Source: an optimization exercise on an open RTL-to-GDS flow (aim: small area, a short achievable clock period and few clock cycles per item). Production flows keep margins and buffers that such runs may drop.
The RTL was checked by simulation tests, not by an equivalence proof against the original design.
Power and IR drop assume default switching activity.

== run 1 ==
==> flow/design.v <==
module ibc_pkb_enc (
    input  wire       clk,
    input  wire       rst,         
    input  wire       in_valid,
    output wire       in_ready,
    input  wire [7:0] in_data,
    input  wire       in_last,
    output wire       out_valid,
    input  wire       out_ready,
    output wire [7:0] out_data,
    output wire       out_last
);
    reg       rdy;
    reg       iv;
    reg [7:0] id;
    reg       il;
    assign in_ready = rdy;
    always @(posedge clk) begin
        iv <= !rst && in_valid && rdy;
        id <= in_data;
        il <= in_last;
    end
    reg       pend;                
    reg       run;                 
    reg [7:0] pv;
    reg       lopen;               
    reg [7:0] cnt;                 
    reg       c82, c126;           
    reg       fl;                  
    reg        we;                 
    reg        push;               
    reg  [8:0] tok;                
    reg        n_pend, n_run, n_lopen, n_fl;
    reg  [7:0] n_pv, n_cnt;
    reg        n_c82, n_c126;
    wire eq = (id == pv);
    always @(*) begin
        we = 1'b0; push = 1'b0; tok = 9'd0;
        n_pend = pend; n_run = run; n_pv = pv; n_cnt = cnt; n_c82 = c82; n_c126 = c126;
        n_lopen = lopen; n_fl = 1'b0;
        if (fl) begin
            if (run) begin
                push = 1'b1; tok = {1'b1, cnt};
            end else if (pend) begin
                we = 1'b1; push = 1'b1;
                tok = {1'b1, lopen ? {1'b0, cnt[6:0]} + 8'd1 : 8'd0};
            end
            n_run = 1'b0; n_pend = 1'b0; n_lopen = 1'b0;
        end
        if (iv) begin
            n_fl = il;
            if (run && !fl) begin
                if (eq) begin
                    n_cnt = cnt - 8'd1;
                    n_c82 = (cnt == 8'h83); n_c126 = (cnt[6:0] == 7'd127);
                    if (c82) begin
                        push = 1'b1; tok = {il, 8'h81};
                        n_run = 1'b0;
                        n_fl = 1'b0;
                    end
                end else begin
                    push = 1'b1; tok = {1'b0, cnt};
                    n_run = 1'b0; n_pend = 1'b1; n_pv = id;
                end
            end else if (!pend || fl) begin
                n_pend = 1'b1; n_pv = id;
            end else if (eq) begin
                we = 1'b1;
                n_run = 1'b1; n_cnt = 8'hFF; n_c82 = 1'b0; n_c126 = 1'b0; n_pend = 1'b0;
                if (lopen) begin
                    push = 1'b1; tok = {2'b00, cnt[6:0]};
                    n_lopen = 1'b0;
                end
            end else begin
                we = 1'b1;
                n_pv = id;
                n_lopen = 1'b1;
                n_cnt = lopen ? {1'b0, cnt[6:0] + 7'd1} : 8'd0;
                n_c82 = 1'b0; n_c126 = lopen && cnt[6:0] == 7'd125;
                if (lopen && c126) begin
                    push = 1'b1; tok = {1'b0, 8'd127};
                    n_lopen = 1'b0;
                end
            end
        end
    end
    always @(posedge clk) begin
        if (rst) begin
            pend <= 1'b0; run <= 1'b0; lopen <= 1'b0; fl <= 1'b0;
        end else begin
            pend <= n_pend; run <= n_run; lopen <= n_lopen; fl <= n_fl;
        end
        pv <= n_pv; cnt <= n_cnt; c82 <= n_c82; c126 <= n_c126;
    end
    reg [7:0] mem [0:127];
    reg       wen;
    reg [7:0] wdat;
    reg [6:0] wp, rp;
    reg [7:0] fc;                  
    reg       room;                
    reg       rdq;
    function [6:0] nxt;
        input [6:0] x;
        nxt = {x[5:0], x[6] ^ x[5] ^ (x[5:0] == 6'd0)};
    endfunction
    wire rd;                       
    wire commit = wen && room;
    wire [7:0] fc_n = fc + {7'd0, commit} - {7'd0, rdq};
    always @(posedge clk) begin
        if (commit) mem[wp] <= wdat;
        if (we) wdat <= pv;
        if (rst) begin
            wen <= 1'b0; wp <= 7'd0; rp <= 7'd0; fc <= 8'd0; room <= 1'b1; rdq <= 1'b0;
        end else begin
            wen <= we || (wen && !commit);
            if (commit) wp <= nxt(wp);
            if (rd)     rp <= nxt(rp);
            rdq <= rd;
            fc <= fc_n;
            room <= !fc_n[7];
        end
    end
    reg [8:0] tq [0:7];
    reg [3:0] tw;
    reg [7:0] troh;                
    reg       trw;                 
    wire [3:0] tr = {trw, troh[4] | troh[5] | troh[6] | troh[7],
                          troh[2] | troh[3] | troh[6] | troh[7],
                          troh[1] | troh[3] | troh[5] | troh[7]};
    wire      pop;
    always @(posedge clk) begin
        if (push) tq[tw[2:0]] <= tok;
        if (rst) begin
            tw <= 4'd0; troh <= 8'd1; trw <= 1'b0;
        end else begin
            if (push) tw <= tw + 4'd1;
            if (pop) begin
                troh <= {troh[6:0], troh[7]};
                if (troh[7]) trw <= !trw;
            end
        end
    end
    wire [8:0] fbase = {1'b0, fc} + {8'd0, commit} + {8'd0, rdy};
    wire [1:0] flate = {1'b0, we || (wen && !commit)} + {1'b0, n_pend};
    wire       f_ok  = (flate == 2'd0) ? (fbase <= 9'd128) :
                       (flate == 2'd1) ? (fbase <= 9'd127) : (fbase <= 9'd126);
    wire [3:0] tbase = tw - tr;
    wire       t_ok  = push ? (tbase <= 4'd4) : (tbase <= 4'd5);
    always @(posedge clk) begin
        rdy <= f_ok && t_ok;
    end
    reg       ov, ol;
    reg [7:0] od;
    reg       dph;                 
    reg [6:0] ecnt;                
    reg       elast;
    assign out_valid = ov;
    assign out_data  = od;
    assign out_last  = ol;
    wire       adv  = !ov || out_ready;
    reg  [8:0] th;                 
    integer j;
    always @(*) begin
        th = 9'd0;
        for (j = 0; j < 8; j = j + 1)
            th = th | (tq[j] & {9{troh[j]}});
    end
    wire       tav  = (tw != tr);
    assign rd  = adv && dph;
    assign pop = adv && !dph && tav;
    reg        n_ov, n_ol;
    reg  [7:0] n_od;
    always @(*) begin
        if (dph) begin
            n_ov = 1'b1; n_od = mem[rp]; n_ol = elast && ecnt == 7'd0;
        end else begin
            n_ov = tav;  n_od = th[7:0]; n_ol = 1'b0;
        end
    end
    reg  [7:0] od_hn;
    reg        ol_hn;
    always @(posedge clk) begin
        if (rst)      ov <= 1'b0;
        else if (adv) ov <= n_ov;
        if (adv) begin
            od_hn <= ~n_od; ol_hn <= ~n_ol;
        end
        od <= adv ? n_od : ~od_hn;
        ol <= adv ? n_ol : ~ol_hn;
    end
    always @(posedge clk) begin
        if (rst) begin
            dph <= 1'b0;
        end else if (adv) begin
            if (dph) begin
                if (ecnt == 7'd0) dph <= 1'b0;
            end else if (tav) begin
                dph <= 1'b1;
            end
        end
        if (adv) begin
            if (dph) begin
                ecnt <= ecnt - 7'd1;
            end else begin
                ecnt <= th[7] ? 7'd0 : th[6:0];
                elast <= th[8];
            end
        end
    end
endmodule
Settings: LEC_CHECK=0, ABC_CLOCK_PERIOD_IN_PS=3200, CAP_MARGIN=20, CORE_MARGIN=2, CORE_UTILIZATION=55, CTS_BUF_LIST=sky130_fd_sc_hd__clkbuf_8, CTS_CLUSTER_DIAMETER=50, CTS_CLUSTER_SIZE=16, PLACE_DENSITY=0.7, SLEW_MARGIN=20; clock period 10.0 ns.
standard.sh (not shown) runs the stock make flow with config.mk's settings and CLKGATE_MAP_FILE= SYNTH_SCRIPT=/design/flow/synth_recipe.tcl, a recipe that flattens the netlist after the stock synthesis.
==> flow/flow/run.sh <==
#!/bin/bash
# Own flow: the standard layout (standard synthesis, floorplan, placement, CTS, routing)
# unchanged, except that
#  - every port still gets its own buffer, but a plain buf_4 instead of the delay-cell
#    buffer that buffer_ports picks by default.
# make's full output goes to standard.log in this folder.
set -euo pipefail
bash standard.sh SETUP_SLACK_MARGIN=7.0 "BUFFER_PORTS_ARGS=-buffer_cell sky130_fd_sc_hd__buf_4" finish > standard.log 2>&1
Testbench counts of run 1, summed over its fixed seeds: cycles 192,886, bytes 189,906.
[inputs] run 2 vs run 1
diff --git a/flow/flow/run.sh b/flow/flow/run.sh
--- a/flow/flow/run.sh
+++ b/flow/flow/run.sh
@@ -7,2 +7,2 @@
 set -euo pipefail
-bash standard.sh SETUP_SLACK_MARGIN=7.0 "BUFFER_PORTS_ARGS=-buffer_cell sky130_fd_sc_hd__buf_4" finish > standard.log 2>&1
+bash standard.sh SETUP_SLACK_MARGIN=6.9 "BUFFER_PORTS_ARGS=-buffer_cell sky130_fd_sc_hd__buf_4" finish > standard.log 2>&1
diff --git a/flow/config.mk b/flow/config.mk
--- a/flow/config.mk
+++ b/flow/config.mk
@@ -10,7 +10,6 @@
 export CORE_MARGIN = 2
-export CORE_UTILIZATION = 55
-export CTS_BUF_LIST = sky130_fd_sc_hd__clkbuf_8
-export CTS_CLUSTER_DIAMETER = 50
-export CTS_CLUSTER_SIZE = 16
-export PLACE_DENSITY = 0.7
+export CORE_UTILIZATION = 65
+export CTS_CLUSTER_DIAMETER = 60
+export CTS_CLUSTER_SIZE = 20
+export PLACE_DENSITY = 0.8
 export SLEW_MARGIN = 20
### Flow results
- No run among run 2 and run 1 stopped early or left any final violation; all are clean.
- Area growth from synthesis to layout down 1.4 points in run 2 wrt run 1
- Compared with run 1, run 2 shows a wire length on met2 that is 1400 µm lower.
- The utilization reported for run 2 is greater than that of run 1 by 10 points.
- Run 1 → run 2: depth of the worst register-to-register path has decreased, post-placement worst setup slack now larger, net count after synthesis shows no meaningful change.
- When the final numbers for run 2 and run 1 were put side by side, the final-layout worst hold slack turned out to be smaller in run 1.
- Run 2 ended with less core box area than run 1.

Starts from the design.v that is shown in full above.
==> flow/config.mk <==
export PLATFORM = sky130hd
export DESIGN_NAME = ibc_pkb_enc
export DESIGN_NICKNAME = ibc_pkb_enc
export VERILOG_FILES = /design/flow/design.v
export SDC_FILE = /design/flow/constraint.sdc
export NUM_CORES = 4
export LEC_CHECK = 0
export ABC_CLOCK_PERIOD_IN_PS = 3200
export CAP_MARGIN = 20
export CORE_MARGIN = 2
export CORE_UTILIZATION = 55
export CTS_CLUSTER_DIAMETER = 60
export CTS_CLUSTER_SIZE = 20
export PLACE_DENSITY = 0.7
export SLEW_MARGIN = 20
==> flow/constraint.sdc <==
create_clock -name core_clock -period 10.0 [get_ports {clk}]
set_input_delay 2.0000 -clock core_clock [delete_from_list [all_inputs] [get_ports {clk}]]
set_output_delay 2.0000 -clock core_clock [all_outputs]
set_load 0.01 [all_outputs]
==> flow/flow/run.sh <==
#!/bin/bash
# Own flow: the standard layout (standard synthesis, floorplan, placement, CTS, routing)
# unchanged, except that
#  - every port still gets its own buffer, but a plain buf_4 instead of the delay-cell
#    buffer that buffer_ports picks by default.
# make's full output goes to standard.log in this folder.
set -euo pipefail
bash standard.sh SETUP_SLACK_MARGIN=6.9 "BUFFER_PORTS_ARGS=-buffer_cell sky130_fd_sc_hd__buf_4" finish > standard.log 2>&1
The baseline finished clean.
Testbench counts at the start, summed over its fixed seeds: cycles 192,886, bytes 189,906.
Then changed:
--- a/flow/flow/run.sh
+++ b/flow/flow/run.sh
@@ -6,3 +6,3 @@
 # make's full output goes to standard.log in this folder.
 set -euo pipefail
-bash standard.sh SETUP_SLACK_MARGIN=6.9 "BUFFER_PORTS_ARGS=-buffer_cell sky130_fd_sc_hd__buf_4" finish > standard.log 2>&1
+bash standard.sh SETUP_SLACK_MARGIN=7.0 "BUFFER_PORTS_ARGS=-buffer_cell sky130_fd_sc_hd__buf_4" finish > standard.log 2>&1
Outcome:
- The new run ran to the end with no violations
- non-clock buffer count is unchanged
- global-route usage increases by 0.26 points
- sequential share of layout area falls by 0.58 points
- clock skew falls by 7.3 ps
- hold slack barely changes
- total power grows by 3.4%
- critical path depth stays the same
Then changed:
- CORE_UTILIZATION: 55 -> 40
- PLACE_DENSITY: 0.7 -> 0.6
Result: Fmax stays flat. Worst setup slack hardly moves. Design area grows by a few percent. Final cell count grows by roughly a tenth. Synthesized cell count does not change. Die area grows by well over a third. Sequential cell count does not change. Global-route usage shrinks by 6.1 points. Power grows slightly. First-iteration DRC count shrinks by about a fifth. Clock-buffer cell count grows by 4.
Then changed:
==> flow/run.sh (new file) <==
#!/bin/bash
# synth_recipe.tcl (not shown) runs the flow's synth.tcl, then flattens the netlist and writes it again
# the make line also repeats each setting of config.mk as NAME=value (left out here)
make -C /OpenROAD-flow-scripts/flow DESIGN_CONFIG=/design/flow/config.mk WORK_HOME=/design/flow/orfs CLKGATE_MAP_FILE= SYNTH_SCRIPT=/design/flow/synth_recipe.tcl finish
- CORE_UTILIZATION: 40 -> 55
- PLACE_DENSITY: 0.6 -> 0.7
- SETUP_SLACK_MARGIN: unset -> 5
removed: flow/flow/run.sh
removed: flow/standard.sh
=> Hold slack is about the same. Final area went down by 3.5%. Wire length went down by 8.3%. Clock-buffer cell count went down by 5. Area after synthesis stays the same. Die area went down by 27%. Total power went down by 3.9%. Clock power went down by 6.9%.

## afterwards: timing with drivers on the ports
The results above use ideal ports. As a check the final layouts listed here were re-extracted and re-timed, cells and wires unchanged.
Step 1: set_driving_cell puts a clkbuf_16 on clk and a buf_2 on each other input, an assumption about the parent block.
Step 2 times the ports against the registers' clock, not the clock port: input delays grow and output delays shrink by t, the midpoint of the rising clock arrivals with the driver on.
Three values: ideal ports, drivers, drivers and shift; two values: the first two.
| run | t, ns | setup WS [ns] | worst setup path after step 2 | clock arrival spread, ns | cell pins on the clock port's net |
|---|---|---|---|---|---|
| run 1 | 0.835 | 6.688 / 6.620 / 6.376 | input to register | 0.038 / 0.038 | 1 |
| run 2 | 0.693 | 6.851 / 6.781 / 6.370 | input to register | 0.030 / 0.030 | 1 |
| the first run of note 2 | 0.710 | 6.831 / 6.765 / 6.435 | input to register | 0.034 / 0.035 | 1 |
| the second run of note 2 | 0.714 | 6.801 / 6.733 / 6.391 | input to register | 0.028 / 0.028 | 1 |
| the third run of note 2 | 0.726 | 6.803 / 6.729 / 6.458 | input to register | 0.037 / 0.037 | 1 |
| the fourth run of note 2 | 0.711 | 5.477 / 5.477 / 5.307 | input to register | 0.033 / 0.032 | 1 |
After both steps every run listed still meets setup and hold. For run 2, which loses most, drivers alone change the setup slack by -0.070 ns; drivers and shift together by -0.481 ns.
